This is an optimization exercise on Yosys and OpenROAD, whose aim is small area, a short achievable clock period and few clock cycles, not a production implementation. Function was checked by simulation only, so behaviour that the tests miss may differ from the original. No activity file was given, so power comes from the tool's default toggle rates.

<file path="design/flow/standard.sh">
#!/bin/bash
# synth_recipe.tcl (not shown) runs the flow's synth.tcl, then flattens the netlist and writes it again
# the make line also repeats each setting of config.mk as NAME=value (left out here)
make -C /OpenROAD-flow-scripts/flow DESIGN_CONFIG=/design/flow/config.mk WORK_HOME=/design/flow/orfs CLKGATE_MAP_FILE= SYNTH_SCRIPT=/design/flow/synth_recipe.tcl "${@:-finish}"
</file>
<file path="design/flow/design.v">
module lmp_edge_pairer (
    input             clk,
    input             rst,
    input             ev_v,        
    input      [1:0]  ev_k,
    input      [31:0] ev_t,        
    output reg        p_v,         
    output reg [31:0] p_w,         
    output reg        p_first,     
    output reg        p_rb0,       
    output reg        p_close,     
    output reg        p_asym,      
    output reg        p_empty,     
    output            p0_now       
);
    reg signed [3:0] diff;         
    reg        seen;
    reg        got0;
    reg [2:0]  rbc;
    reg [31:0] e0, e1, e2, e3;
    wire is_close = ev_k[1];
    wire is_fall  = ev_k[0];
    wire edge_v   = ev_v & ~is_close;
    wire close_v  = ev_v & is_close;
    wire ahead_r  = ~diff[3] & (diff != 4'sd0);
    wire ahead_f  = diff[3];
    wire match    = edge_v & (is_fall ? ahead_r : ahead_f);
    wire push     = edge_v & ~match;
    wire [2:0] cnt = diff[3] ? 3'd0 - diff[2:0] : diff[2:0];
    wire [31:0] sum;
    lmp_add #(.W(32)) u_add (.a(e0), .b(ev_t), .cin(1'b0), .s(sum));
    assign p0_now = match & ~got0;
    always @(posedge clk) begin
        if (match | (push & (cnt == 3'd0))) e0 <= match ? e1 : ev_t;
        if (match | (push & (cnt == 3'd1))) e1 <= match ? e2 : ev_t;
        if (match | (push & (cnt == 3'd2))) e2 <= match ? e3 : ev_t;
        if (push & (cnt == 3'd3))           e3 <= ev_t;
        p_w     <= ~sum;
        p_first <= ~got0;
        p_rb0   <= (rbc == 3'd0);
        p_asym  <= (diff != 4'sd0);
        p_empty <= ~seen;
    end
    always @(posedge clk) begin
        if (rst) begin
            p_v     <= 1'b0;
            p_close <= 1'b0;
            diff    <= 4'sd0;
            seen    <= 1'b0;
            got0    <= 1'b0;
            rbc     <= 3'd0;
        end else begin
            p_v     <= match;
            p_close <= close_v;
            if (close_v) begin
                diff <= 4'sd0;
                seen <= 1'b0;
                got0 <= 1'b0;
                rbc  <= 3'd0;
            end else if (edge_v) begin
                seen <= 1'b1;
                diff <= is_fall ? diff - 4'sd1 : diff + 4'sd1;
                if (match) begin
                    if (got0) rbc <= rbc + 3'd1;
                    got0 <= 1'b1;
                end
            end
        end
    end
endmodule
module lmp_add #(
    parameter W = 32
) (
    input  [W-1:0] a,
    input  [W-1:0] b,
    input          cin,
    output [W-1:0] s
);
    localparam LG = $clog2(W);
    wire [W-1:0] p0 = a ^ b;
    wire [W-1:0] g0 = a & b;
    reg [W-1:0] gc, pc, gn, pn;
    integer l, i, j;
    always @(*) begin
        gc = {g0[W-1:1], g0[0] | (p0[0] & cin)};
        pc = p0;
        for (l = 0; l < LG; l = l + 1) begin
            gn = gc;
            pn = pc;
            for (i = 0; i < W; i = i + 1) begin
                if (((i >> l) & 1) == 1) begin
                    j = ((i >> l) << l) - 1;
                    gn[i] = gc[i] | (pc[i] & gc[j]);
                    pn[i] = pc[i] & pc[j];
                end
            end
            gc = gn;
            pc = pn;
        end
    end
    assign s = p0 ^ {gc[W-2:0], cin};
endmodule
module lmp_classify (
    input  [32:0] d,
    input  [31:0] f0,
    input         rb_zero,
    output        is_bit,
    output        bit_val,
    output        bad
);
    wire neg = d[32];
    wire in_sel;
    lmp_window #(.W(36), .L(6), .LIM(40)) u_sel (
        .a  ({{2{d[32]}}, d, 1'b0}),
        .b  ({4'b0000, f0} ^ {36{~neg}}),
        .cin(~neg),
        .in (in_sel));
    wire in_idle = ((d[32:5] == 28'd0) & (d[4:0] <= 5'd20)) |
                   ((&d[32:5]) & (d[4:0] >= 5'd12));
    wire fsmall = (f0[31:6] == 26'd0) & (f0[5:0] <= 6'd40);
    wire dsmall = (d[32:6] == 27'd0) | (&d[32:6]);
    wire signed [8:0] d2 = {d[6], d[6:0], 1'b0};
    wire signed [8:0] fs = {3'b000, f0[5:0]};
    wire signed [8:0] t  = d2 + (fs ^ {9{neg}}) + {8'd0, neg};
    wire other = fsmall & dsmall & (t >= -9'sd40) & (t <= 9'sd40);
    wire in_high = neg ? other : in_sel;
    wire in_low  = neg ? in_sel : other;
    assign is_bit  = in_high | in_low;
    assign bit_val = in_high;
    assign bad     = ~in_high & ~in_low & ~(rb_zero & in_idle);
endmodule
module lmp_window #(
    parameter W = 36,
    parameter L = 6,
    parameter LIM = 40
) (
    input  [W-1:0] a,
    input  [W-1:0] b,
    input          cin,
    output         in
);
    wire [L:0]   lo = {1'b0, a[L-1:0]} + {1'b0, b[L-1:0]} + {{L{1'b0}}, cin};
    wire         c  = lo[L];
    wire [W-1:0] x = a ^ b;
    wire [W-1:0] o = a | b;
    wire [W-1:0] n = a & b;
    wire zr = &(x[W-1:L+1] ~^ o[W-2:L]);
    wire on = &(x[W-1:L+1] ^ n[W-2:L]);
    wire hi_zero = zr & (x[L] == c);
    wire hi_ones = on & (x[L] != c);
    assign in = (hi_zero & (lo[L-1:0] <= LIM)) |
                (hi_ones & (lo[L-1:0] >= (1 << L) - LIM));
endmodule
module lmp_freq_div (
    input             clk,
    input             rst,
    input             start,
    input      [31:0] f0_in,    
    input      [31:0] f0,       
    output            busy,
    output            near,     
    output            done,     
    output     [63:0] freq
);
    reg         run;
    reg  [32:0] rem;            
    reg  [52:0] quo;
    reg  [10:0] ce;             
    reg         bq;             
    assign busy = run;
    assign near = run & (quo[51] | quo[50] | quo[49]);
    assign done = near | (start & (f0_in == 32'd0));
    assign freq = {1'b0, ce, quo[51:0]};
    wire        neg = rem[32];
    wire [32:0] nr;
    lmp_add #(.W(33)) u_add (
        .a  ({rem[31:0], bq}),
        .b  ({1'b0, f0} ^ {33{~neg}}),
        .cin(~neg),
        .s  (nr));
    wire        q   = ~nr[32];
    wire b500 = (ce == 11'd1085) | (ce == 11'd1084) | (ce == 11'd1083) |
                (ce == 11'd1082) | (ce == 11'd1081) | (ce == 11'd1079);
    reg fb;
    reg found;
    integer k;
    always @(*) begin
        fb = 1'b0;
        found = 1'b0;
        for (k = 51; k >= 0; k = k - 1) begin
            if (!found && quo[k]) begin
                found = 1'b1;
                if (k >= 20 && k <= 50) fb = f0[51 - k];
            end
        end
    end
    wire big = |f0_in[31:7] | (f0_in[6:0] > 7'd125);
    always @(posedge clk) begin
        rem <= start ? (big ? 33'd125 : 33'd0) : nr;
        bq  <= start ? ~big : (b500 | fb);
    end
    always @(posedge clk) begin
        if (rst) begin
            run <= 1'b0;
        end else if (start) begin
            quo <= 53'd0;
            if (f0_in == 32'd0) begin
                run <= 1'b0;
                ce  <= 11'h7FF;
            end else begin
                run <= 1'b1;
                ce  <= big ? 11'd1077 : 11'd1084;
            end
        end else if (run) begin
            quo <= {quo[51:0], q};
            ce  <= ce - 11'd1;
            if (quo[51]) run <= 1'b0;
        end
    end
endmodule
module lmp_decoder (
    input             clk,
    input             rst,         
    input             ev_valid,
    output            ev_ready,
    input      [1:0]  ev_kind,     
    input      [31:0] ev_time,
    output reg        res_valid,
    output reg [3:0]  res_err,     
    output     [32:0] res_period,
    output     [63:0] res_freq,
    output     [15:0] res_nbits,
    output     [3:0]  res_nbytes,
    output     [63:0] res_bytes
);
    localparam E_OK = 4'd0, E_ASYM = 4'd7, E_EMPTY = 4'd8, E_FRAMING = 4'd9;
    reg hold;
    assign ev_ready = ~hold;
    reg        s1_v;
    reg [1:0]  s1_k;
    reg [31:0] s1_t;
    wire take = ev_valid & ~hold;
    always @(posedge clk) begin
        s1_v <= take & ~rst;
        s1_k <= ev_kind;
        s1_t <= ev_kind[0] ? ~ev_time : ev_time;    
    end
    wire        p_v, p_first, p_rb0, p_close, p_asym, p_empty, p0_now;
    wire [31:0] p_w;
    lmp_edge_pairer u_pair (
        .clk    (clk),
        .rst    (rst),
        .ev_v   (s1_v),
        .ev_k   (s1_k),
        .ev_t   (s1_t),
        .p_v    (p_v),
        .p_w    (p_w),
        .p_first(p_first),
        .p_rb0  (p_rb0),
        .p_close(p_close),
        .p_asym (p_asym),
        .p_empty(p_empty),
        .p0_now (p0_now)
    );
    reg  [31:0] f0;
    reg  [32:0] d_d;
    reg         d_first, d_pulse, d_rb0;
    wire [32:0] dsum;
    lmp_add #(.W(33)) u_dsub (
        .a  ({1'b0, p_w}),
        .b  (~{1'b0, f0}),
        .cin(1'b1),
        .s  (dsum));
    always @(posedge clk) begin
        d_d   <= dsum;
        d_rb0 <= p_rb0;
    end
    wire        is_bit, bit_val, bad;
    lmp_classify u_cls (
        .d      (d_d),
        .f0     (f0),
        .rb_zero(d_rb0),
        .is_bit (is_bit),
        .bit_val(bit_val),
        .bad    (bad)
    );
    wire        div_start = p_v & p_first;
    wire        div_busy, div_near, div_done;
    lmp_freq_div u_div (
        .clk   (clk),
        .rst   (rst),
        .start (div_start),
        .f0_in (p_w),
        .f0    (f0),
        .busy  (div_busy),
        .near  (div_near),
        .done  (div_done),
        .freq  (res_freq)
    );
    reg c_first, c_pulse, c_bit, c_val, c_bad, c_close, c_asym, c_empty;
    always @(posedge clk) begin
        c_bit   <= is_bit;
        c_val   <= bit_val;
        c_bad   <= bad;
        c_asym  <= p_asym;
        c_empty <= p_empty;
    end
    always @(posedge clk) begin
        if (rst) begin
            d_first <= 1'b0;
            d_pulse <= 1'b0;
            c_first <= 1'b0;
            c_pulse <= 1'b0;
            c_close <= 1'b0;
        end else begin
            d_first <= div_start;
            d_pulse <= p_v & ~p_first;
            c_first <= d_first;
            c_pulse <= d_pulse;
            c_close <= p_close;
        end
    end
    always @(posedge clk) begin
        if (div_start) f0 <= p_w;
    end
    reg [15:0] nbits;
    reg [63:0] bytes;
    reg        framing_err;
    wire wr_bit = c_pulse & c_bit;
    reg [3:0]  nbytes;      
    wire       lt64 = (nbits[15:6] == 10'd0);
    always @(posedge clk) begin
        if (c_first) begin
            nbits       <= 16'd0;
            nbytes      <= 4'd0;
            framing_err <= 1'b0;
        end else if (c_pulse) begin
            if (c_bad) framing_err <= 1'b1;
            if (c_bit) begin
                nbits <= nbits + 16'd1;
                if (lt64 & (nbits[2:0] == 3'd0)) nbytes <= nbytes + 4'd1;
            end
        end
    end
    genvar j;
    generate
        for (j = 0; j < 64; j = j + 1) begin : g_bits
            always @(posedge clk)
                if (c_first | (wr_bit & lt64 & (nbits[5:0] == j)))
                    bytes[j] <= c_val & ~c_first;
        end
    endgenerate
    assign res_period = {f0, 1'b0};
    assign res_nbits  = nbits;
    assign res_bytes  = bytes;
    assign res_nbytes = nbytes;
    reg  pend;           
    reg  dpend;          
    wire close_take = take & ev_kind[1];
    wire emit = (c_close | pend) & ~div_busy;
    always @(posedge clk) begin
        if (c_close)
            res_err <= c_asym ? E_ASYM : c_empty ? E_EMPTY :
                       (~c_first & (framing_err | (c_pulse & c_bad))) ? E_FRAMING : E_OK;
    end
    always @(posedge clk) begin
        if (rst) begin
            res_valid <= 1'b0;
            pend      <= 1'b0;
            dpend     <= 1'b0;
            hold      <= 1'b0;
        end else begin
            res_valid <= emit;
            pend      <= (c_close | pend) & ~emit;
            if (p0_now)       dpend <= 1'b1;
            else if (div_done) dpend <= 1'b0;
            hold <= hold ? ~(div_near | ~dpend) : (close_take & (dpend | p0_now));
        end
    end
endmodule
</file>
<file path="design/flow/config.mk">
export PLATFORM = sky130hd
export DESIGN_NAME = lmp_decoder
export DESIGN_NICKNAME = lmp_decoder
export VERILOG_FILES = /design/flow/design.v
export SDC_FILE = /design/flow/constraint.sdc
export NUM_CORES = 4
export LEC_CHECK = 0
export CAP_MARGIN = 20
export CORE_MARGIN = 2
export CORE_UTILIZATION = 40
export PLACE_DENSITY = 0.6
export SETUP_SLACK_MARGIN = 4.8
export SLEW_MARGIN = 20
</file>
<file path="design/flow/flow/run.sh">
#!/bin/bash
# Standard layout, with plain buf_1 cells as the port buffers instead of the
# delay buffers buffer_ports picks by default, and clock tree synthesis
# without dummy loads.
set -euo pipefail
export BUFFER_PORTS_ARGS="-buffer_cell sky130_fd_sc_hd__buf_1"
export CTS_ARGS="-sink_clustering_enable -repair_clock_nets -sink_clustering_size 16 -sink_clustering_max_diameter 80 -buf_list sky130_fd_sc_hd__clkbuf_8 -dont_use_dummy_load"
bash standard.sh > standard.log 2>&1
</file>
<file path="design/flow/constraint.sdc">
create_clock -name core_clock -period 8.0 [get_ports {clk}]
set_input_delay 1.6000 -clock core_clock [delete_from_list [all_inputs] [get_ports {clk}]]
set_output_delay 1.6000 -clock core_clock [all_outputs]
set_load 0.01 [all_outputs]
</file>
==> impl_metrics.json, run 1 <==
{
  "root_buffer": "clkbuf_8",
  "viasPerCell": 5.106,
  "dr_wl_met2_um": 28440,
  "maxCapViolations": 0,
  "wl_met1_um": 26630,
  "clock-skew-final_ns": 0.1017,
  "rows": 88,
  "top_layer": "met5",
  "synth_warnings": 5,
  "drt-total-wl_um": 60790,
  "path_class": "reg2out",
  "multi_input_area_mm2": 0.01040,
  "synth_common_cells": "294 x nand2_1, 290 x edfxtp_1, 186 x dfxtp_1, 176 x ha_1, 153 x inv_1",
  "yosysMostFrequentCell": "nand2_1",
  "hold_path_class": "reg2reg",
  "path_clk_slew_ns": 0.11,
  "grt_overflow": 0,
  "synth.distinct_cells": 70,
  "portBuffers": 221,
  "cp_slowest_stage_delay_ns": 0.60,
  "vdd_drop_max_mv": 0.2191,
  "postRouteAntennaNets": 0,
  "fp.dieH_um": 246.1,
  "nNetsFinal": 2663,
  "postCtsHoldBufs": 0,
  "drcViolationCount": 0,
  "min_period_ns": 3.163,
  "period_share_pct": 39.54,
  "die_x_um": 246.1,
  "end_kind": "output port",
  "antenna_found_initial": 3,
  "setup_viol": 0,
  "track_usage_pct": 19.66,
  "synth_edf_count": 290,
  "numCtsBuffers": 38,
  "die_area_mm2": 0.06058,
  "synthTopCellsByArea": "edfxtp_1 37%, dfxtp_1 16%, ha_1 9.4%, xnor2_1 5.5%, nand2_1 4.7%",
  "cts_tree": "done",
  "required_ns": 6.40,
  "htree_levels": 2,
  "clock_latency_ns": 0.66,
  "grt_max_degree": 100,
  "wl_met3_um": 3616,
  "pin_count": 224,
  "detail_route.iter0.violations": 1015,
  "max_freq_mhz": 316.2,
  "synthFlopType": "edfxtp_1",
  "worstMarginPinSlew_ns": 1.058,
  "p_leak_nw": 10.93,
  "crit_fanout": 4,
  "drv_slew": 0,
  "start_util_pct": 40.56,
  "routedWlPerCell_um": 19.02,
  "avgSynthCellArea_um2": 10.89,
  "final.setup.tns_ns": 0,
  "drive_gt1_share_pct": 7.243,
  "cp_slowest_cell": "edfxtp_1",
  "ys_seq_area_share_pct": 53.02,
  "final_area_mm2": 0.02642,
  "status": "timing/DRC/antenna clean",
  "postPlaceCellArea_mm2": 0.02515,
  "first_global_vias": 15945,
  "power_density_mw_per_mm2": 285.5,
  "grt_pass1_wl_um": 91530,
  "place.gp.congestion": 0.8952,
  "n_fill_cell": 5401,
  "hold_viol": 0,
  "fin_total_pwr_mw": 7.543,
  "postSynthCellCount": 2153,
  "crit_chain": "buf_4 -> buf_1",
  "yosys.area.top_type": "edfxtp_1",
  "cts_sinks": 476,
  "synth_top_area_share_pct": 37.14,
  "slew_headroom_pct": 28.80,
  "yosys_register_bits": 476,
  "grt_setup_unrepaired": "true",
  "start_kind": "flip-flop",
  "dr.pass1.iters": 5,
  "core_area_mm2": 0.05781,
  "dp_hpwl_um": 43450,
  "area_delta_synth_final_pct": 12.68,
  "vias": 16319,
  "async_flop_share_pct": 0,
  "ff_latch_area_mm2": 0.01244,
  "synth.cell_area_mm2": 0.02345,
  "clk_path_buf_depth": 3,
  "arrival_ns": 1.56
}
## metrics by stage
stage	hold slack, ns	setup slack, ns	util, %	std cells
floorplan	0.3096	4.148	-	2154
global placement	0.3148	4.259	43.49	3092
detailed placement	0.3154	4.178	43.50	3092
CTS	0.3392	4.752	44.94	3158
global route	0.3495	4.725	45.71	3196
finish	0.3401	4.837	45.71	3196
## registers in the layout (all words and copies together) (netlist names), 16 cells and up
register    cells
u_pair.e1      32
u_pair.p_w     32
u_pair.e2      32
u_pair.e3      32
u_pair.e0      32
d_d            33
bytes          64
nbits          16
u_div.rem      33
u_div.quo      52
s1_t           32
f0             32
## cells by family after synthesis
| logic type | share of synthesized area [%] |
|---|---|
| AND/OR/NAND/NOR | 13.69 |
| flip-flops | 53.02 |
| AO/OA/AOI/OAI | 8.980 |
| XOR/XNOR | 9.525 |
| buffers and inverters | 3.495 |
| adder cells (fa/ha/maj) | 10.93 |
| multiplexers | 0.3468 |
| other | 0.01599 |
## worst max-delay path, delay by kind of cell (launching register included)
kind	cells	cell delay, ns
buf+inv	2	0.35
flops	1	0.60
## layer usage
| metal | GRT usage [%] | vias up |
|---|---|---|
| met2 | 31.87 | 369 |
| met1 | 25.84 | 7892 |
| met3 | 4.281 | 106 |
| met4 | 7.059 | 4 |
| li1 | - | 7948 |
| met5 | 0 | - |
## layout make-up
class	count	share of cell area, %
inverter	153	2.174
antenna	1	0.009471
timing repair buffer	300	5.753
tap	765	3.623
clock buffer	38	1.979
multi-input combinational	1463	39.37
sequential	476	47.09
## layout by cell type (no fill, tap or decap), types with 31 or more instances in the layout
master,count
clkbuf_8,38
and2_1,56
buf_4,73
nand3_1,32
nor2_1,129
inv_1,152
edfxtp_1,290
nand2_1,293
ha_1,176
a21o_1,89
xnor2_1,143
o21ai_0,34
buf_1,219
dfxtp_1,182
xor2_1,108
nor4_1,31
a21oi_1,79
## timing repair
| item | CTS | global route |
|---|---|---|
| gates resized for setup | 11 | 27 |
| buffers inserted | 28 | 35 |
| endpoints found under the setup margin | 39 | 30 |
| cloned | 0 | 1 |
| pin swaps | 1 | 13 |
## where the power goes
part / total [mW] / switching, mW / internal (mW)
registers: 3.23 / 0.272 / 2.96
logic: 3.13 / 1.69 / 1.44
clock network: 1.19 / 0.761 / 0.427
## final timing paths
check,start,slack [ns],cells past startpoint,endpoint
setup / recovery,f0[8],4.84,2,res_period[9]
hold / removal,u_pair.p_empty,0.34,0,c_empty
setup reg to reg,f0[8],4.85,11,d_d[30]
hold reg to reg,u_pair.p_empty,0.34,0,c_empty
Testbench counts, summed over its fixed seeds: cycles 30,458.
==> inputs of run 2 (changes only) <==
--- a/design/flow/config.mk
+++ b/design/flow/config.mk
@@ -6,8 +6,9 @@
 export NUM_CORES = 4
 export LEC_CHECK = 0
+export ABC_AREA = 1
 export CAP_MARGIN = 20
 export CORE_MARGIN = 2
 export CORE_UTILIZATION = 40
 export PLACE_DENSITY = 0.6
-export SETUP_SLACK_MARGIN = 4.8
+export SETUP_SLACK_MARGIN = 5
 export SLEW_MARGIN = 20
==> run 2 against run 1 <==
Against the previous run: still clean; die area down 0.24%; cell count up 8.5%; sequential power about the same; utilization up 2.0 points; maximum frequency down 1.7%; total power up 3.0%; global-route usage up 0.31 points; sequential share of layout area down 2.0 points; synthesized cell count up 8.8%; largest cell class unchanged.
==> impl_metrics.json, run 2 <==
{
  "largestRegisters": "bytes: 64 flops, u_div.quo: 52 flops",
  "nNetsFinal": 2934,
  "dp_slack_ns": 4.104,
  "worst_slack_ns": 4.782,
  "setup_viol": 0,
  "start_kind": "flip-flop",
  "synthTopCellsByArea": "edfxtp_1 37%, dfxtp_1 16%, ha_1 9.4%, nand2_1 6.7%, inv_1 4.9%",
  "numCtsBuffers": 37,
  "avgSynthCellArea_um2": 9.984,
  "n_fill_cell": 5419,
  "clock-skew-final_ns": 0.07188,
  "postPlaceCellArea_mm2": 0.02513,
  "finish.utilization_pct": 47.71,
  "vias": 17379,
  "clk_path_buf_depth": 3,
  "r2r_end": "u_div.quo[0]",
  "required_ns": 8.48,
  "synth.distinct_cells": 65,
  "grt_setup_unrepaired": "true",
  "crit_chain": "xor2_2 -> inv_1 -> ha_1 -> nand2_1 -> nor2_2 -> a211oi_4 -> o21ai_2 -> nand2_2 -> a21boi_2 -> nor2_4 -> o31ai_4 -> a21oi_2 -> buf_4 -> buf_6 -> buf_6 -> o21ai_4 -> xor2_1 -> inv_1 -> nor2_1",
  "hold-path-cell-count": 0,
  "drv_slew": 0,
  "portBuffers": 221,
  "ys_seq_area_share_pct": 53.15,
  "worstRegToRegCells": 19,
  "die_x_um": 245.8,
  "final_area_mm2": 0.02758,
  "whs_ns": 0.3039,
  "cp_slowest_cell": "edfxtp_1",
  "start_util_pct": 40.47,
  "yosysMostFrequentCell": "nand2_1",
  "crit_fanout": 4,
  "detail_route.iter0.violations": 1221,
  "p_sw_share_pct": 37.55,
  "hold_end": "c_empty",
  "rr_startpoint": "f0[2]",
  "globalRoute.busiestLayer": "met2",
  "seqPwrFrac_pct": 41.2,
  "grt_use_met3_pct": 3.361,
  "area_delta_synth_final_pct": 17.90,
  "reg2reg_slack_ns": 4.78,
  "fin_total_pwr_mw": 7.772,
  "async_flop_share_pct": 0,
  "period_share_pct": 40.23,
  "final.setup.tns_ns": 0,
  "multi_input_area_mm2": 0.01020,
  "viasPerCell": 5.013,
  "largest_reg_flops": 64,
  "drive_gt1_share_pct": 13.44,
  "p_leak_nw": 11.52,
  "synth_edf_count": 290,
  "grt_overflow": 0,
  "drcViolationCount": 0,
  "synth_top_area_share_pct": 37.23,
  "end_kind": "flip-flop",
  "dp_cells": 3287,
  "power_switching_mw": 2.918,
  "hold_path_class": "reg2reg",
  "fp.dieH_um": 245.8,
  "worstMarginPinSlew_ns": 0.9987,
  "yosys_register_bits": 476,
  "drt-total-wl_um": 62260,
  "min_period_ns": 3.218,
  "fin_cells": 3467,
  "grt_pass1_wl_um": 93760,
  "hold_viol": 0,
  "vdd_drop_max_mv": 0.1576,
  "path_clk_slew_ns": 0.10,
  "htree_levels": 2,
  "first_global_vias": 16721,
  "mostFrequentLayoutCells": "381 x nand2_1, 298 x inv_1, 290 x edfxtp_1, 214 x buf_1, 181 x dfxtp_1",
  "synth_warnings": 5,
  "routedWlPerCell_um": 17.96,
  "crit_start": "f0[2]",
  "hold_path.startpoint": "u_pair.p_empty",
  "cp_slowest_stage_delay_ns": 0.47,
  "root_buffer": "clkbuf_8",
  "grt_use_met1_pct": 27.13,
  "max_freq_mhz": 310.7,
  "postRouteAntennaNets": 0,
  "arrival_ns": 3.70,
  "rows": 88,
  "synth.cell_area_mm2": 0.02339,
  "core_area_mm2": 0.05781,
  "die_area_mm2": 0.06043,
  "place.gp.congestion": 0.8835,
  "dp_hpwl_um": 43810,
  "synth_common_cells": "419 x nand2_1, 304 x inv_1, 290 x edfxtp_1, 186 x dfxtp_1, 176 x ha_1",
  "antenna_found_initial": 2,
  "yosys.area.top_type": "edfxtp_1",
  "slew_headroom_pct": 33.42,
  "ff_latch_area_mm2": 0.01244,
  "intPower_mw": 4.854,
  "clock_latency_ns": 0.62,
  "grtUsageMet2_pct": 32.69,
  "clkPwrFrac_pct": 15.1,
  "status": "timing/DRC/antenna clean",
  "combPwrFrac_pct": 43.7,
  "largest-register": "bytes",
  "grt_max_degree": 99,
  "power_density_mw_per_mm2": 281.8,
  "pin_count": 224,
  "final_common_cell": "nand2_1",
  "track_usage_pct": 19.97,
  "cts_sinks": 476,
  "cts_tree": "done",
  "synthFlopType": "edfxtp_1",
  "dr.pass1.iters": 5,
  "postSynthCellCount": 2343,
  "maxCapViolations": 0,
  "path_class": "reg2reg"
}
==> run 2: changes by cell type after synthesis, sizes merged, moves of 24 or more <==
cell / previous run / this run
nand2: 295 / 424
nand3: 32 / 59
and2: 56 / 2
o21ai: 45 / 147
a21o: 89 / 2
nor2: 131 / 180
xnor2: 146 / 79
nor2b: 24 / 0
inv: 153 / 312
a21oi: 82 / 108
==> run 2: cells by family (layout without fill, tap and decap cells) <==
group | count (synthesis) | after routing | share of synthesized area [%]
adder cells (fa/ha/maj) | 194 | 194 | 10.95
buffers and inverters | 367 | 724 | 5.937
AO/OA/AOI/OAI | 324 | 324 | 7.975
flip-flops | 476 | 476 | 53.15
AND/OR/NAND/NOR | 795 | 795 | 15.01
other | 1 | 3 | 0.01603
XOR/XNOR | 186 | 186 | 6.964
==> run 2: area by class of cell <==
type	instances	share of cell area, %
sequential	476	45.11
multi-input combinational	1501	37.00
timing repair buffer	374	8.238
inverter	313	4.328
tap	765	3.470
clock buffer	37	1.846
antenna	1	0.009073
==> run 2: worst max-delay path, delay by kind of cell (launching register included) <==
family / cells / cell delay [ns]
AOI/OAI and AO/OA: 6 / 1.02
and+or+nand+nor: 5 / 0.45
adders and majority gates: 1 / 0.26
DFF: 1 / 0.47
buffers and inverters: 5 / 0.49
xor gates and xnor gates: 2 / 0.38
==> run 2: power groups by stage <==
| stage | Clock, mW | Sequential, mW | Combinational (mW) |
|---|---|---|---|
| after floorplan | 0 | 3.12 | 2.22 |
| after global placement | 0 | 3.27 | 2.67 |
| after detailed placement | 0 | 3.27 | 2.74 |
| after CTS | 1.22 | 3.19 | 3.08 |
| after global routing | 1.30 | 3.23 | 3.80 |
| final | 1.17 | 3.20 | 3.40 |
==> run 2: timing repair <==
| item | CTS | global route |
|---|---|---|
| buffers inserted | 113 | 26 |
| pin swaps | 56 | 77 |
| gates resized for setup | 87 | 112 |
| hold buffers | 0 | 0 |
| endpoints found under the setup margin | 276 | 133 |
| cloned | 0 | 2 |
==> run 2: how the worst max path moves through the flow <==
stage / end / slack (ns) / depth (start not counted)
final: u_div.quo[0] / 4.78 / 19
after global placement: u_div.rem[30] / 4.22 / 22
after detailed placement: u_div.rem[30] / 4.10 / 22
after global routing: u_div.rem[30] / 4.60 / 22
after floorplan: u_div.rem[15] / 4.93 / 23
after CTS: u_pair.p_w[16] / 4.82 / 23
==> run 2: layer usage <==
metal,routed length (µm),up-vias,share of wire [%]
met3,3735,94,6.0
met2,29510,455,47
met5,0,-,0
met1,27420,8338,44
li1,-,8492,-
met4,1594,0,2.6
==> inputs of run 3 (changes only) <==
--- a/design/flow/config.mk
+++ b/design/flow/config.mk
@@ -6,5 +6,4 @@
 export NUM_CORES = 4
 export LEC_CHECK = 0
-export ABC_AREA = 1
 export CAP_MARGIN = 20
 export CORE_MARGIN = 2
@@ -13,2 +12,3 @@
 export SETUP_SLACK_MARGIN = 5
 export SLEW_MARGIN = 20
+export TNS_END_PERCENT = 0
==> run 3 against run 2 <==
Against the previous run: still clean; worst hold slack gained 0.029 ns; sequential share of layout area rose by 1.6 points; global-route usage decreased by 0.24 points; largest cell class unchanged; largest power group is now sequential cells.
==> impl_metrics.json, run 3 <==
{
  "top_layer": "met5",
  "path_clk_slew_ns": 0.09,
  "clock-skew-final_ns": 0.05797,
  "largest-register": "bytes",
  "hold_path_class": "reg2reg",
  "ys_seq_area_share_pct": 53.02,
  "period_share_pct": 39.06,
  "vias": 16479,
  "yosys.area.top_type": "edfxtp_1",
  "drt-total-wl_um": 60800,
  "largest_reg_flops": 64,
  "fin_total_pwr_mw": 7.637,
  "grt_pass1_wl_um": 92160,
  "synth.cell_area_mm2": 0.02345,
  "ff_latch_area_mm2": 0.01244,
  "status": "timing/DRC/antenna clean",
  "synthTopCellsByArea": "edfxtp_1 37%, dfxtp_1 16%, ha_1 9.4%, xnor2_1 5.5%, nand2_1 4.7%",
  "max_freq_mhz": 320.0,
  "clkPwrFrac_pct": 15.7,
  "crit_chain": "buf_4 -> buf_1",
  "n_fill_cell": 5428,
  "synth.distinct_cells": 70,
  "cp_slowest_stage_delay_ns": 0.58,
  "fp.dieH_um": 246.1,
  "crit_fanout": 6,
  "combPwrFrac_pct": 42.2,
  "clock_latency_ns": 0.64,
  "postPlaceCellArea_mm2": 0.02518,
  "intPower_mw": 4.879,
  "portBuffers": 221,
  "dp_slack_ns": 4.204,
  "critical_path_buf_inv_count": 2,
  "core_area_mm2": 0.05781,
  "pin_count": 224,
  "rows": 88,
  "largestRegisters": "bytes: 64 flops, u_div.quo: 52 flops",
  "first_global_vias": 15910,
  "vdd_drop_max_mv": 0.2200,
  "dr_wl_met2_um": 27770,
  "power_switching_mw": 2.758,
  "root_buffer": "clkbuf_8",
  "seqPwrFrac_pct": 42.2,
  "nNetsFinal": 2679,
  "dr.pass1.iters": 5,
  "worstMarginPinSlew_ns": 1.012,
  "min_period_ns": 3.125,
  "htree_levels": 2,
  "viasPerCell": 5.130,
  "area_delta_synth_final_pct": 13.53,
  "synth_common_cells": "294 x nand2_1, 290 x edfxtp_1, 186 x dfxtp_1, 176 x ha_1, 153 x inv_1",
  "mostFrequentLayoutCells": "292 x nand2_1, 290 x edfxtp_1, 216 x buf_1, 182 x dfxtp_1, 175 x ha_1",
  "yosysMostFrequentCell": "nand2_1",
  "track_usage_pct": 19.73,
  "maxCapViolations": 0,
  "yosys_register_bits": 476,
  "end_kind": "output port",
  "p_sw_share_pct": 36.12,
  "die_x_um": 246.1,
  "grt_setup_unrepaired": "true",
  "start_kind": "flip-flop",
  "clk_path_buf_depth": 3,
  "detail_route.iter0.violations": 1078,
  "cp_slowest_cell": "edfxtp_1",
  "synthFlopType": "edfxtp_1",
  "drcViolationCount": 0,
  "place.gp.congestion": 0.9117,
  "path_class": "reg2out",
  "async_flop_share_pct": 0,
  "drv_slew": 0,
  "wl_met1_um": 27520,
  "final_common_cell": "nand2_1",
  "drive_gt1_share_pct": 8.136,
  "final_area_mm2": 0.02662,
  "wl_met3_um": 3429,
  "cpLargestDelayFamily": "flip-flops",
  "cts_tree": "done",
  "start_util_pct": 40.56,
  "p_leak_nw": 11.04,
  "slew_headroom_pct": 31.94,
  "hold_viol": 0,
  "postCtsHoldBufs": 0,
  "numCtsBuffers": 38,
  "arrival_ns": 1.53,
  "postRouteAntennaNets": 0,
  "worst_slack_ns": 4.875,
  "dp_hpwl_um": 43480,
  "cts_sinks": 476,
  "multi_input_area_mm2": 0.01046,
  "final.setup.tns_ns": 0,
  "whs_ns": 0.3332,
  "required_ns": 6.40,
  "setup_viol": 0,
  "power_density_mw_per_mm2": 286.9,
  "grt_max_degree": 97,
  "avgSynthCellArea_um2": 10.89,
  "postSynthCellCount": 2153,
  "synth_warnings": 5,
  "grt_overflow": 0,
  "antenna_found_initial": 3,
  "die_area_mm2": 0.06058,
  "synth_top_area_share_pct": 37.14,
  "routedWlPerCell_um": 18.93,
  "synth_edf_count": 290
}
## run 3: cell count changes after synthesis, moves of 25 or more
cell / before / now
xnor2_1: 79 / 146
nand3_1: 57 / 32
nand2_1: 419 / 294
inv_1: 304 / 153
a21o_1: 1 / 89
nor2_1: 170 / 131
and2_1: 2 / 56
o21ai_0: 123 / 37
## run 3: path summary, 6_finish.rpt
kind | from | endpoint | slack, ns | cells after the start
max | f0[17] | res_period[18] | 4.88 | 2
min | u_pair.p_asym | c_asym | 0.33 | 0
max reg2reg | f0[7] | d_d[30] | 4.91 | 11
min reg2reg | u_pair.p_asym | c_asym | 0.33 | 0
## run 3: worst register-to-register path: stages, from the launching register on
cell      delay [ns]
edfxtp_1        0.61
inv_1           0.15
ha_1            0.23
or4_1           0.46
o21ai_2         0.22
a21oi_4         0.11
a31oi_1         0.19
o31ai_1         0.08
buf_4           0.16
a221o_1         0.40
o21a_1          0.20
o31a_1          0.23
## run 3: metal layers
metal | global-route usage [%] | up-vias
li1 | - | 7974
met1 | 27.25 | 8014
met2 | 31.16 | 383
met3 | 3.617 | 106
met4 | 6.578 | 2
met5 | 0 | -
## run 3: layout make-up
class                      instances  share of cell area (%)
timing repair buffer             316                   6.237
inverter                         153                   2.157
tap                              765                   3.595
clock buffer                      38                   1.965
multi-input combinational       1463                   39.30
sequential                       476                   46.74
antenna                            1                0.009400
## run 3: stage by stage
step	util, %	cells
CTS	44.65	3141
floorplan	-	2154
detailed placement	43.56	3097
global route	46.05	3212
global placement	43.56	3097
finish	46.05	3212
## run 3: logic make-up (layout without fill, tap and decap cells)
logic type | after synthesis | after routing | synth area share, %
other | 1 | 3 | 0.01599
XOR/XNOR | 255 | 255 | 9.525
adder cells (fa/ha/maj) | 194 | 194 | 10.93
buffers and inverters | 215 | 507 | 3.495
flip-flops | 476 | 476 | 53.02
AND/OR/NAND/NOR | 685 | 685 | 13.69
AO/OA/AOI/OAI | 319 | 319 | 8.980
multiplexers | 8 | 8 | 0.3468
## run 3: power groups by stage
stage | Sequential [mW] | Combinational, mW | Clock, mW
3_5_place_dp | 3.30 | 2.88 | 0
5_1_grt | 3.25 | 3.62 | 1.33
4_1_cts | 3.23 | 2.96 | 1.25
2_1_floorplan | 3.15 | 2.39 | 0
6_report | 3.22 | 3.22 | 1.20
3_3_place_gp | 3.29 | 2.81 | 0
## run 3: timing repair
action / 4_1_cts / 5_1_grt
pin swaps: 0 / 20
endpoints found under the setup margin: 97 / 102
gates cloned: 0 / 2
gates resized for setup: 9 / 47
buffers inserted: 6 / 67
==> inputs of run 4 (changes only) <==
--- a/design/flow/config.mk
+++ b/design/flow/config.mk
@@ -12,3 +12,3 @@
 export SETUP_SLACK_MARGIN = 5
 export SLEW_MARGIN = 20
-export TNS_END_PERCENT = 0
+export TNS_END_PERCENT = 10
==> run 4 against run 3 <==
Against the previous run: highest routed layer is now met4; largest power group is now combinational cells; register-to-register slack improved by 0.09 ns; maximum frequency decreased by 0.31%; first-iteration DRC count increased by 0.46%; combinational power increased by 7.5%.
==> impl_metrics.json, run 4 <==
{
  "status": "timing/DRC/antenna clean",
  "dp_cells": 3091,
  "final_area_mm2": 0.02697,
  "critical_path_buf_inv_count": 1,
  "synthFlopType": "edfxtp_1",
  "whs_ns": 0.3342,
  "rows": 88,
  "synth_common_cells": "294 x nand2_1, 290 x edfxtp_1, 186 x dfxtp_1, 176 x ha_1, 153 x inv_1",
  "synth_edf_count": 290,
  "grt_max_degree": 97,
  "arrival_ns": 1.53,
  "vias": 16664,
  "yosysMostFrequentCell": "nand2_1",
  "postPlaceCellArea_mm2": 0.02514,
  "cp_slowest_stage_delay_ns": 0.73,
  "grt_pass1_wl_um": 92850,
  "synthTopCellsByArea": "edfxtp_1 37%, dfxtp_1 16%, ha_1 9.4%, xnor2_1 5.5%, nand2_1 4.7%",
  "drcViolationCount": 0,
  "async_flop_share_pct": 0,
  "synth_top_area_share_pct": 37.14,
  "place.gp.congestion": 0.8637,
  "start_util_pct": 40.56,
  "final_common_cell": "nand2_1",
  "fin_cells": 3226,
  "die_x_um": 246.1,
  "largest-register": "bytes",
  "p_leak_nw": 11.18,
  "p_sw_share_pct": 36.59,
  "synth.cell_area_mm2": 0.02345,
  "grt_setup_unrepaired": "true",
  "first_global_vias": 16207,
  "ff_latch_area_mm2": 0.01244,
  "postSynthCellCount": 2153,
  "postCtsHoldBufs": 0,
  "largestRegisters": "bytes: 64 flops, u_div.quo: 52 flops",
  "clock_latency_ns": 0.66,
  "drv_slew": 0,
  "combPwrFrac_pct": 43.9,
  "hold_viol": 0,
  "period_share_pct": 39.18,
  "cpLargestDelayFamily": "flip-flops",
  "grtUsageMet2_pct": 32.13,
  "max_freq_mhz": 319.0,
  "core_area_mm2": 0.05781,
  "ys_seq_area_share_pct": 53.02,
  "clk_path_buf_depth": 3,
  "power_switching_mw": 2.879,
  "drive_gt1_share_pct": 9.797,
  "track_usage_pct": 20.00,
  "htree_levels": 2,
  "fp.dieH_um": 246.1,
  "antenna_found_initial": 2,
  "clkPwrFrac_pct": 15.1,
  "multi_input_area_mm2": 0.01069,
  "hold_path_class": "reg2reg",
  "grt_overflow": 0,
  "path_class": "reg2out",
  "hold_path.startpoint": "u_pair.p_empty",
  "finish.utilization_pct": 46.65,
  "dp_hpwl_um": 43500,
  "cp_slowest_cell": "edfxtp_1",
  "yosys_register_bits": 476,
  "crit_start": "f0[25]",
  "cts_tree": "done",
  "rr_startpoint": "f0[8]",
  "seqPwrFrac_pct": 40.9,
  "crit_fanout": 6,
  "nNetsFinal": 2693,
  "slew_headroom_pct": 35.09,
  "crit_chain": "buf_1",
  "grt_use_met1_pct": 26.82,
  "power_density_mw_per_mm2": 291.8,
  "dr.pass1.iters": 5,
  "die_area_mm2": 0.06058,
  "synth_warnings": 5,
  "synth.distinct_cells": 70,
  "maxCapViolations": 0,
  "end_kind": "output port",
  "area_delta_synth_final_pct": 15.00,
  "largest_reg_flops": 64,
  "path_clk_slew_ns": 0.09,
  "final.setup.tns_ns": 0,
  "routedWlPerCell_um": 19.26,
  "cts_sinks": 476,
  "min_period_ns": 3.135,
  "required_ns": 6.40,
  "yosys.area.top_type": "edfxtp_1",
  "intPower_mw": 4.989,
  "root_buffer": "clkbuf_8",
  "portBuffers": 221,
  "drt-total-wl_um": 62120,
  "globalRoute.busiestLayer": "met2",
  "vdd_drop_max_mv": 0.2391,
  "n_fill_cell": 5369,
  "viasPerCell": 5.166,
  "detail_route.iter0.violations": 1083,
  "avgSynthCellArea_um2": 10.89,
  "numCtsBuffers": 38,
  "mostFrequentLayoutCells": "291 x nand2_1, 290 x edfxtp_1, 220 x buf_1, 183 x dfxtp_1, 172 x ha_1",
  "grt_use_met3_pct": 4.031,
  "worstMarginPinSlew_ns": 0.9648,
  "pin_count": 224,
  "postRouteAntennaNets": 0,
  "start_kind": "flip-flop",
  "clock-skew-final_ns": 0.1226,
  "setup_viol": 0
}
run 4: cell counts after synthesis:
Identical to the previous run, type by type.
run 4: per-stage QoR:
stage	power [mW]	worst slack [ns]
after floorplan	5.539	4.148
after global placement	6.120	4.309
after detailed placement	6.209	4.278
after CTS	7.580	4.789
after global routing	8.423	4.779
final	7.868	4.865
run 4: per-layer routing:
layer  part of all wire [%]  up-vias  routed length [µm]
met3                    6.2      131                3875
met2                     46      457               28360
met5                      0        -                   0
met1                     44     8073               27250
met4                    4.2        0                2631
li1                       -     8003                   -
run 4: cell type report:
type	instances	area share, %
Tap cell	765	3.550
Timing Repair Buffer	330	6.612
Clock buffer	38	1.939
Inverter	153	2.130
Multi-Input combinational cell	1463	39.62
Antenna cell	1	0.009280
Sequential cell	476	46.13
run 4: final timing paths:
check / end / slack (ns) / cells after the start
hold / removal: c_empty / 0.33 / 0
setup / recovery: res_period[26] / 4.87 / 1
setup reg to reg: d_d[23] / 5.00 / 12
hold reg to reg: c_empty / 0.33 / 0
run 4: cell families after synthesis:
| group | share of synthesized area, % |
|---|---|
| AOI/OAI and AO/OA | 8.980 |
| xor gates and xnor gates | 9.525 |
| adders and majority gates | 10.93 |
| buffers and inverters | 3.495 |
| DFF | 53.02 |
| muxes | 0.3468 |
| other | 0.01599 |
| and+or+nand+nor | 13.69 |
run 4: worst reg2reg max path: stages, from the launching register on:
cell and delay (ns):
edfxtp_1 0.41, buf_4 0.14, inv_1 0.06, ha_1 0.19, a21o_1 0.17, a2111oi_1 0.57, a21oi_2 0.16, buf_4 0.19
a311oi_1 0.41, nor2b_1 0.14, o21a_1 0.21, nor2_1 0.12, xnor2_1 0.15
run 4: repair_timing:
action,in CTS,in global routing
hold endpoints to repair,0,0
cloned,2,0
pin swaps,7,44
setup endpoints to repair,102,95
gates resized for setup,29,65
buffers inserted,59,34
run 4: power groups by stage:
stage | registers [mW] | logic (mW) | clock network, mW
final | 3.22 | 3.46 | 1.19
after global routing | 3.25 | 3.84 | 1.32
after CTS | 3.22 | 3.12 | 1.24
after detailed placement | 3.30 | 2.91 | 0
after global placement | 3.30 | 2.82 | 0
after floorplan | 3.15 | 2.39 | 0
==> inputs of run 5 (changes only) <==
--- a/design/flow/config.mk
+++ b/design/flow/config.mk
@@ -10,5 +10,4 @@
 export CORE_UTILIZATION = 40
 export PLACE_DENSITY = 0.6
-export SETUP_SLACK_MARGIN = 5
+export SETUP_SLACK_MARGIN = 4.9
 export SLEW_MARGIN = 20
-export TNS_END_PERCENT = 10
==> run 5 against run 4 <==
Against the previous run: critical path depth grew 1; highest routed layer is now met5; flip-flop and latch count is the same; via count shrank 1.2%; register-to-register slack lost 0.06 ns; largest cell class unchanged; synthesized cell count is the same; worst hold slack gained 0.0013 ns.
==> impl_metrics.json, run 5 <==
{
  "cpLargestDelayFamily": "flip-flops",
  "grt_overflow": 0,
  "viasPerCell": 5.115,
  "clk_path_buf_depth": 3,
  "whs_ns": 0.3355,
  "first_global_vias": 16249,
  "portBuffers": 221,
  "cts_sinks": 476,
  "dp_cells": 3090,
  "worstRegToRegCells": 12,
  "status": "timing/DRC/antenna clean",
  "min_period_ns": 3.106,
  "required_ns": 6.40,
  "synth_edf_count": 290,
  "fin_total_pwr_mw": 7.637,
  "rows": 88,
  "hold_path_class": "reg2reg",
  "yosys.area.top_type": "edfxtp_1",
  "root_buffer": "clkbuf_8",
  "grt_pass1_wl_um": 95240,
  "synth_common_cells": "294 x nand2_1, 290 x edfxtp_1, 186 x dfxtp_1, 176 x ha_1, 153 x inv_1",
  "setup_viol": 0,
  "endpoint": "res_period[1]",
  "crit_fanout": 7,
  "crit_chain": "buf_4 -> buf_1",
  "vias": 16466,
  "yosysMostFrequentCell": "nand2_1",
  "rr_startpoint": "u_div.rem[32]",
  "drcViolationCount": 0,
  "synth_warnings": 5,
  "cp.depth": 2,
  "start_kind": "flip-flop",
  "critical_path_buf_inv_count": 2,
  "maxCapViolations": 0,
  "worstMarginPinSlew_ns": 1.030,
  "nNetsFinal": 2686,
  "postSynthCellCount": 2153,
  "end_kind": "output port",
  "synth-simple-area-share_pct": 13.69,
  "drt-total-wl_um": 62910,
  "final.setup.tns_ns": 0,
  "antenna_found_initial": 3,
  "avgSynthCellArea_um2": 10.89,
  "hold-path-cell-count": 0,
  "largestRegisters": "bytes: 64 flops, u_div.quo: 52 flops",
  "cp_slowest_stage_delay_ns": 0.50,
  "power_density_mw_per_mm2": 286.0,
  "synth.distinct_cells": 70,
  "reg2reg_slack_ns": 4.94,
  "track_usage_pct": 20.53,
  "detail_route.iter0.violations": 1129,
  "place.gp.congestion": 0.9148,
  "crit_start": "f0[0]",
  "p_leak_nw": 11.10,
  "max_freq_mhz": 322.0,
  "hold_viol": 0,
  "r2r_end": "u_div.rem[17]",
  "synth-xor-area-share_pct": 9.525,
  "htree_levels": 2,
  "die_area_mm2": 0.06058,
  "synthFlopType": "edfxtp_1",
  "routedWlPerCell_um": 19.54,
  "yosys_register_bits": 476,
  "finish.utilization_pct": 46.19,
  "drv_slew": 0,
  "drive_gt1_share_pct": 8.642,
  "postCtsHoldBufs": 0,
  "core_area_mm2": 0.05781,
  "grt_max_degree": 100,
  "clock_latency_ns": 0.65,
  "cts_tree": "done",
  "path_class": "reg2out",
  "slew_headroom_pct": 31.31,
  "synth_fa_ha_area_share_pct": 10.93,
  "final_common_cell": "nand2_1",
  "postRouteAntennaNets": 0,
  "numCtsBuffers": 38,
  "synth_top_area_share_pct": 37.14,
  "largest-register": "bytes",
  "dp_hpwl_um": 44680,
  "synth_top_family_by_area": "simple AND/OR/NAND/NOR gates",
  "arrival_ns": 1.51,
  "start_util_pct": 40.56,
  "path_clk_slew_ns": 0.10,
  "dr.pass1.iters": 5,
  "largest_reg_flops": 64,
  "pin_count": 224,
  "cp_slowest_cell": "edfxtp_1",
  "synth.cell_area_mm2": 0.02345,
  "fp.dieH_um": 246.1,
  "fin_cells": 3219,
  "synth_compound_area_share_pct": 8.980,
  "grt_setup_unrepaired": "true",
  "period_share_pct": 38.82,
  "synthTopCellsByArea": "edfxtp_1 37%, dfxtp_1 16%, ha_1 9.4%, xnor2_1 5.5%, nand2_1 4.7%",
  "area_delta_synth_final_pct": 13.86,
  "die_x_um": 246.1,
  "synthMuxAreaShare_pct": 0.3468,
  "mostFrequentLayoutCells": "293 x nand2_1, 290 x edfxtp_1, 212 x buf_1, 181 x dfxtp_1, 176 x ha_1",
  "vdd_drop_max_mv": 0.2292,
  "ys_seq_area_share_pct": 53.02,
  "async_flop_share_pct": 0,
  "clock-skew-final_ns": 0.1102
}
[run 5: cell counts after synthesis]
No cell type changed its count.
[run 5: per-stage QoR]
stage	setup WS, ns	instance area, µm²
global route	4.762	26700
floorplan	4.148	23480
CTS	4.905	26310
detailed placement	4.262	25130
global placement	4.307	25130
finish	4.894	26700
[run 5: area by class of cell]
class	instances	area, µm²
flip-flops and latches	476	12440
inverters	153	574.3
repair buffers	322	1742
multi-input cells	1464	10460
diodes	1	2.502
well taps	765	957.2
clock buffers	38	523.0
fillers	5403	31110
[run 5: worst min path at each step]
stage	endpoint	from	slack (ns)
final	d_rb0	u_pair.p_rb0	0.34
after global routing	d_rb0	u_pair.p_rb0	0.35
after CTS	d_rb0	u_pair.p_rb0	0.34
after detailed placement	d_rb0	u_pair.p_rb0	0.31
after global placement	d_rb0	u_pair.p_rb0	0.32
after floorplan	c_asym	u_pair.p_asym	0.31
[run 5: power breakdown]
| group | leakage, nW | internal [mW] | switching, mW |
|---|---|---|---|
| sequential | 4.18 | 2.96 | 0.278 |
| clock | 0.273 | 0.427 | 0.761 |
| combinational | 6.64 | 1.48 | 1.74 |
[run 5: logic make-up (layout without fill, tap and decap cells)]
logic type | Yosys count | count (layout)
simple gates | 685 | 685
flops | 476 | 476
compound gates | 319 | 320
xor+xnor | 255 | 255
buf+inv | 215 | 513
fa+ha+maj | 194 | 194
mux | 8 | 8
other cells | 1 | 3
[run 5: worst reg2reg max path, stage by stage (launching register included)]
cell and delay (ns):
dfxtp_4 0.42, buf_4 0.16, xnor2_2 0.20, ha_1 0.26, nor2b_2 0.15, o31a_1 0.36
nor3_4 0.23, nor3_4 0.09, nand3b_1 0.20, a21o_1 0.21, fa_1 0.41, xnor2_1 0.17
nor2_1 0.06
[run 5: repair_timing]
item,4_1_cts,5_1_grt
resized for setup,18,36
pin swaps,2,15
setup endpoints to repair,64,75
gates cloned,1,2
setup buffers,63,23
[run 5: per-layer routing]
metal	up-vias	global-route usage [%]	part of all wire, %
li1	7997	-	-
met1	7977	27.21	44
met2	394	33.42	47
met3	96	4.662	6.5
met4	2	6.150	2.8
met5	-	0	0.021
==> inputs of run 6 (changes only) <==
--- a/design/flow/config.mk
+++ b/design/flow/config.mk
@@ -10,4 +10,4 @@
 export CORE_UTILIZATION = 40
 export PLACE_DENSITY = 0.6
-export SETUP_SLACK_MARGIN = 4.9
+export SETUP_SLACK_MARGIN = 5
 export SLEW_MARGIN = 20
==> run 6 against run 5 <==
Against the previous run: clock skew fell by 0.050 ns; utilization rose by 0.65 points; sequential share of layout area fell by 0.64 points; routed wire length fell by 0.24%; critical path type unchanged.
==> impl_metrics.json, run 6 <==
{
  "start_util_pct": 40.56,
  "finish.utilization_pct": 46.83,
  "yosys.area.top_type": "edfxtp_1",
  "first_global_vias": 16503,
  "power_density_mw_per_mm2": 284.0,
  "drv_slew": 0,
  "multi_input_area_mm2": 0.01056,
  "hold_path_class": "reg2reg",
  "fp.dieH_um": 246.1,
  "start_kind": "flip-flop",
  "final.setup.tns_ns": 0,
  "intPower_mw": 4.897,
  "synth.distinct_cells": 70,
  "rows": 88,
  "die_area_mm2": 0.06058,
  "arrival_ns": 1.42,
  "async_flop_share_pct": 0,
  "slew_headroom_pct": 27.43,
  "status": "timing/DRC/antenna clean",
  "synth_warnings": 5,
  "core_area_mm2": 0.05781,
  "postSynthCellCount": 2153,
  "synthFlopType": "edfxtp_1",
  "hold_viol": 0,
  "dp_hpwl_um": 43790,
  "ys_seq_area_share_pct": 53.02,
  "crit_fanout": 2,
  "fin_cells": 3246,
  "drcViolationCount": 0,
  "antenna_found_initial": 2,
  "cts_tree": "done",
  "vdd_drop_max_mv": 0.1887,
  "routedWlPerCell_um": 19.33,
  "track_usage_pct": 20.29,
  "clkPwrFrac_pct": 15.3,
  "required_ns": 6.40,
  "r2r_end": "d_d[4]",
  "yosysMostFrequentCell": "nand2_1",
  "path_clk_slew_ns": 0.09,
  "pin_count": 224,
  "period_share_pct": 37.76,
  "nNetsFinal": 2713,
  "whs_ns": 0.3344,
  "ff_latch_area_mm2": 0.01244,
  "grt_setup_unrepaired": "true",
  "largest_reg_flops": 64,
  "max_freq_mhz": 331.0,
  "dr.pass1.iters": 6,
  "final_common_cell": "nand2_1",
  "detail_route.iter0.violations": 1165,
  "synthTopCellsByArea": "edfxtp_1 37%, dfxtp_1 16%, ha_1 9.4%, xnor2_1 5.5%, nand2_1 4.7%",
  "area_delta_synth_final_pct": 15.45,
  "htree_levels": 2,
  "postRouteAntennaNets": 0,
  "synth.cell_area_mm2": 0.02345,
  "vias": 16854,
  "largest-register": "bytes",
  "p_sw_share_pct": 36.31,
  "endpoint": "res_period[2]",
  "rr_startpoint": "f0[0]",
  "largestRegisters": "bytes: 64 flops, u_div.quo: 52 flops",
  "root_buffer": "clkbuf_8",
  "numCtsBuffers": 37,
  "drt-total-wl_um": 62760,
  "grt_max_degree": 100,
  "path_class": "reg2out",
  "crit_start": "f0[1]",
  "clk_path_buf_depth": 3,
  "drive_gt1_share_pct": 11.05,
  "grt_overflow": 0,
  "mostFrequentLayoutCells": "293 x nand2_1, 290 x edfxtp_1, 198 x buf_1, 181 x dfxtp_1, 174 x ha_1",
  "place.gp.congestion": 0.8929,
  "yosys_register_bits": 476,
  "power_switching_mw": 2.792,
  "clock_latency_ns": 0.62,
  "n_fill_cell": 5348,
  "maxCapViolations": 0,
  "avgSynthCellArea_um2": 10.89,
  "dp_cells": 3095,
  "die_x_um": 246.1,
  "seqPwrFrac_pct": 41.9,
  "synth_common_cells": "294 x nand2_1, 290 x edfxtp_1, 186 x dfxtp_1, 176 x ha_1, 153 x inv_1",
  "viasPerCell": 5.192,
  "cts_sinks": 476,
  "synth_edf_count": 290,
  "p_leak_nw": 11.32,
  "grt_pass1_wl_um": 94400,
  "combPwrFrac_pct": 42.8,
  "worstMarginPinSlew_ns": 1.079,
  "postCtsHoldBufs": 0,
  "reg2reg_slack_ns": 5.01,
  "setup_viol": 0,
  "portBuffers": 221,
  "end_kind": "output port",
  "synth_top_area_share_pct": 37.14,
  "clock-skew-final_ns": 0.05994,
  "worstRegToRegCells": 18,
  "min_period_ns": 3.021
}
[run 6: cell counts after synthesis]
Identical to the previous run, type by type.
[run 6: routing by layer]
metal  global-route usage, %  vias up  wire length [µm]
met3                   4.085      119              4263
li1                        -     8045                 -
met4                   6.667        2              1931
met2                   33.20      502             29230
met5                       0        -                10
met1                   26.85     8186             27320
[run 6: worst max-delay path: stages (launching register included)]
cell and delay, ns:
edfxtp_1 0.43, buf_6 0.16, buf_6 0.12, buf_6 0.11
[run 6: logic make-up (layout without fill, tap and decap cells)]
logic type / after synthesis / in the layout / synth area share (%)
multiplexers: 8 / 8 / 0.3468
AO/OA/AOI/OAI: 319 / 319 / 8.980
flip-flops: 476 / 476 / 53.02
other: 1 / 3 / 0.01599
buffers and inverters: 215 / 541 / 3.495
XOR/XNOR: 255 / 255 / 9.525
adder cells (fa/ha/maj): 194 / 194 / 10.93
AND/OR/NAND/NOR: 685 / 685 / 13.69
[run 6: worst min-delay path by stage]
stage	to	slack [ns]	from	cells past startpoint
finish	c_empty	0.33	u_pair.p_empty	0
global route	c_empty	0.34	u_pair.p_empty	0
CTS	c_empty	0.34	u_pair.p_empty	0
detailed placement	c_empty	0.32	u_pair.p_empty	0
global placement	d_rb0	0.32	u_pair.p_rb0	0
floorplan	c_asym	0.31	u_pair.p_asym	0
[run 6: timing repair]
| item | 4_1_cts | 5_1_grt |
|---|---|---|
| pin swaps | 8 | 38 |
| setup endpoints to repair | 189 | 53 |
| setup buffers | 85 | 26 |
| gates resized for setup | 59 | 63 |
| gates cloned | 1 | 0 |
[run 6: power groups by stage]
stage          Clock, mW  Combinational, mW  Sequential, mW
2_1_floorplan          0               2.41            3.15
3_3_place_gp           0               2.80            3.29
3_5_place_dp           0               2.90            3.30
4_1_cts             1.22               3.09            3.21
5_1_grt             1.30               3.64            3.25
6_report            1.17               3.29            3.22
[run 6: cell type report]
| class | count | share of cell area [%] |
|---|---|---|
| Antenna cell | 1 | 0.009244 |
| Clock buffer | 37 | 1.881 |
| Inverter | 153 | 2.121 |
| Multi-Input combinational cell | 1463 | 38.99 |
| Sequential cell | 476 | 45.96 |
| Tap cell | 765 | 3.536 |
| Timing Repair Buffer | 351 | 7.506 |
[run 6: per-stage QoR]
step / power (mW) / area (µm²) / setup WS [ns]
floorplan: 5.559 / 23510 / 4.148
global placement: 6.092 / 25160 / 4.323
detailed placement: 6.204 / 25170 / 4.293
CTS: 7.533 / 26590 / 4.922
global route: 8.191 / 27070 / 4.905
finish: 7.689 / 27070 / 4.979
==> inputs of run 7 (changes only) <==
--- a/design/flow/config.mk
+++ b/design/flow/config.mk
@@ -8,6 +8,6 @@
 export CAP_MARGIN = 20
 export CORE_MARGIN = 2
-export CORE_UTILIZATION = 40
-export PLACE_DENSITY = 0.6
+export CORE_UTILIZATION = 55
+export PLACE_DENSITY = 0.7
 export SETUP_SLACK_MARGIN = 5
 export SLEW_MARGIN = 20
==> run 7 against run 6 <==
Against the previous run: still clean on timing, DRC and antenna; routed wire length down 7.4%; clock power is essentially flat; total power is 1.6% lower; global-route usage is 5.5 points higher; largest cell class unchanged; largest power group is now sequential cells.
==> impl_metrics.json, run 7 <==
{
  "status": "timing/DRC/antenna clean",
  "vias": 16668,
  "top_layer": "met4",
  "cts_sinks": 476,
  "start_kind": "flip-flop",
  "wl_met3_um": 3436,
  "synthTopCellsByArea": "edfxtp_1 37%, dfxtp_1 16%, ha_1 9.4%, xnor2_1 5.5%, nand2_1 4.7%",
  "portBuffers": 221,
  "place.gp.congestion": 0.9130,
  "postSynthCellCount": 2153,
  "detail_route.iter0.violations": 1338,
  "synth_warnings": 5,
  "arrival_ns": 1.54,
  "yosysMostFrequentCell": "nand2_1",
  "rows": 75,
  "track_usage_pct": 25.74,
  "root_buffer": "clkbuf_8",
  "synth_top_area_share_pct": 37.14,
  "dr.pass1.iters": 6,
  "die_area_mm2": 0.04430,
  "drv_slew": 0,
  "antenna_found_initial": 0,
  "numCtsBuffers": 36,
  "pin_count": 224,
  "dp_hpwl_um": 40150,
  "end_kind": "output port",
  "rr_startpoint": "u_pair.e0[0]",
  "path_class": "reg2out",
  "grt_overflow": 0,
  "synth.distinct_cells": 70,
  "drt-total-wl_um": 58100,
  "clk_path_buf_depth": 3,
  "largest_reg_flops": 64,
  "max_freq_mhz": 318.9,
  "hold_path_class": "reg2reg",
  "grt_pass1_wl_um": 87600,
  "routedWlPerCell_um": 19.32,
  "yosys.area.top_type": "edfxtp_1",
  "power_density_mw_per_mm2": 284.3,
  "vdd_drop_max_mv": 0.1485,
  "yosys_register_bits": 476,
  "area_delta_synth_final_pct": 13.50,
  "cts_tree": "done",
  "period_share_pct": 39.20,
  "fp.dieH_um": 210.5,
  "endpoint": "res_period[1]",
  "first_global_vias": 15964,
  "postRouteAntennaNets": 0,
  "path_clk_slew_ns": 0.10,
  "drcViolationCount": 0,
  "synthFlopType": "edfxtp_1",
  "dr_wl_met2_um": 26880,
  "reg2reg_slack_ns": 5.01,
  "grt_max_degree": 100,
  "worstRegToRegCells": 13,
  "avgSynthCellArea_um2": 10.89,
  "synth_common_cells": "294 x nand2_1, 290 x edfxtp_1, 186 x dfxtp_1, 176 x ha_1, 153 x inv_1",
  "grt_setup_unrepaired": "true",
  "clock_latency_ns": 0.63,
  "start_util_pct": 55.78,
  "final.setup.tns_ns": 0,
  "slew_headroom_pct": 28.96,
  "synth_edf_count": 290,
  "crit_start": "f0[0]",
  "n_fill_cell": 3386,
  "ys_seq_area_share_pct": 53.02,
  "maxCapViolations": 0,
  "min_period_ns": 3.136,
  "largest-register": "bytes",
  "crit_fanout": 6,
  "setup_viol": 0,
  "hold_viol": 0,
  "viasPerCell": 5.543,
  "drive_gt1_share_pct": 10.21,
  "die_x_um": 210.5,
  "nNetsFinal": 2701,
  "mostFrequentLayoutCells": "292 x nand2_1, 290 x edfxtp_1, 208 x buf_1, 181 x dfxtp_1, 174 x ha_1",
  "async_flop_share_pct": 0,
  "largestRegisters": "bytes: 64 flops, u_div.quo: 52 flops",
  "worstMarginPinSlew_ns": 1.056,
  "synth.cell_area_mm2": 0.02345,
  "dp_slack_ns": 4.282,
  "wl_met1_um": 25370,
  "clock-skew-final_ns": 0.08885,
  "r2r_end": "u_pair.p_w[31]",
  "worst_slack_ns": 4.864,
  "p_leak_nw": 11.20,
  "required_ns": 6.40,
  "htree_levels": 2,
  "fin_total_pwr_mw": 7.567,
  "core_area_mm2": 0.04204,
  "final_common_cell": "nand2_1",
  "antenna_cells": 0,
  "finish.utilization_pct": 63.31
}
[run 7: how the worst min path moves through the flow]
stage,start,endpoint,slack [ns],cells past startpoint
5_1_grt,u_pair.p_rb0,d_rb0,0.35,0
3_3_place_gp,u_pair.p_empty,c_empty,0.31,0
4_1_cts,u_pair.p_asym,c_asym,0.34,0
3_5_place_dp,u_pair.p_asym,c_asym,0.32,0
2_1_floorplan,u_pair.p_asym,c_asym,0.31,0
6_report,u_pair.p_asym,c_asym,0.33,0
[run 7: cell families after synthesis]
kind of cell               synth area share [%]
xor gates and xnor gates                  9.525
other                                   0.01599
AOI/OAI and AO/OA                         8.980
and+or+nand+nor                           13.69
buffers and inverters                     3.495
muxes                                    0.3468
adders and majority gates                 10.93
DFF                                       53.02
[run 7: routing by layer]
layer | vias to the layer above | track usage, %
met2 | 505 | 41.66
met1 | 8015 | 34.75
met3 | 123 | 4.380
met4 | 0 | 10.20
met5 | - | 0
li1 | 8025 | -
[run 7: through the flow]
stage | cells | hold slack (ns) | instance area, µm²
finish | 3007 | 0.3336 | 26610
CTS | 2976 | 0.3438 | 26150
detailed placement | 2870 | 0.3184 | 24900
global placement | 2870 | 0.3117 | 24900
floorplan | 2154 | 0.3096 | 23510
global route | 3007 | 0.3543 | 26610
[run 7: timing repair]
item                       4_1_cts  5_1_grt
resized for setup               42       56
setup buffers                   69       30
hold buffers                     0        0
pin swaps                       12       31
cloned                           1        0
setup endpoints to repair       82       57
[run 7: power breakdown]
group          internal, mW  switching [mW]
clock network         0.407           0.738
registers              2.96           0.264
logic                  1.48            1.72
[run 7: layout make-up]
type	instances	area [µm²]	area share, %
Sequential cell	476	12440	46.74
Multi-Input combinational cell	1463	10560	39.66
Timing Repair Buffer	340	1873	7.038
Tap cell	539	674.4	2.534
Inverter	153	574.3	2.158
Clock buffer	36	495.5	1.862
[run 7: worst max-delay path, cell delays in order (launching register included)]
cell      delay, ns
edfxtp_1       0.53
buf_6          0.17
buf_6          0.11
buf_6          0.12

static timing again, ports no longer ideal:
The flow's constraints put no driver on any port. The routed layouts listed below were extracted and timed again, unchanged, in two steps.
Step 1 sets driving cells, clkbuf_16 on the clock port and buf_2 on the other inputs (assumed; they add their load-dependent delay and slew).
Step 2 adds t to the input delays and takes it off the output delays; t is the mean of the earliest and latest rising clock arrival at the registers after step 1. Input paths then give back, and output paths get back, about the clock's delay inside the block.
Three values: ideal, step 1, step 2; two values: the first two.
run	t, ns	setup slack, ns	slew at the worst register clock pin (ns)	pins driven straight from the clock port
run 1	0.658	4.837 / 4.786 / 4.451	0.11 / 0.11	1
run 2	0.637	4.782 / 4.776 / 4.690	0.11 / 0.11	1
run 3	0.655	4.875 / 4.820 / 4.470	0.11 / 0.11	1
run 4	0.648	4.865 / 4.816 / 4.458	0.11 / 0.11	1
run 5	0.647	4.894 / 4.840 / 4.533	0.11 / 0.11	1
run 6	0.643	4.979 / 4.927 / 4.483	0.11 / 0.11	1
run 7	0.635	4.864 / 4.810 / 4.745	0.11 / 0.11	1
After both steps every run listed still meets setup and hold. For run 6, which loses most, drivers alone change the setup slack by -0.052 ns; drivers and shift together by -0.496 ns.
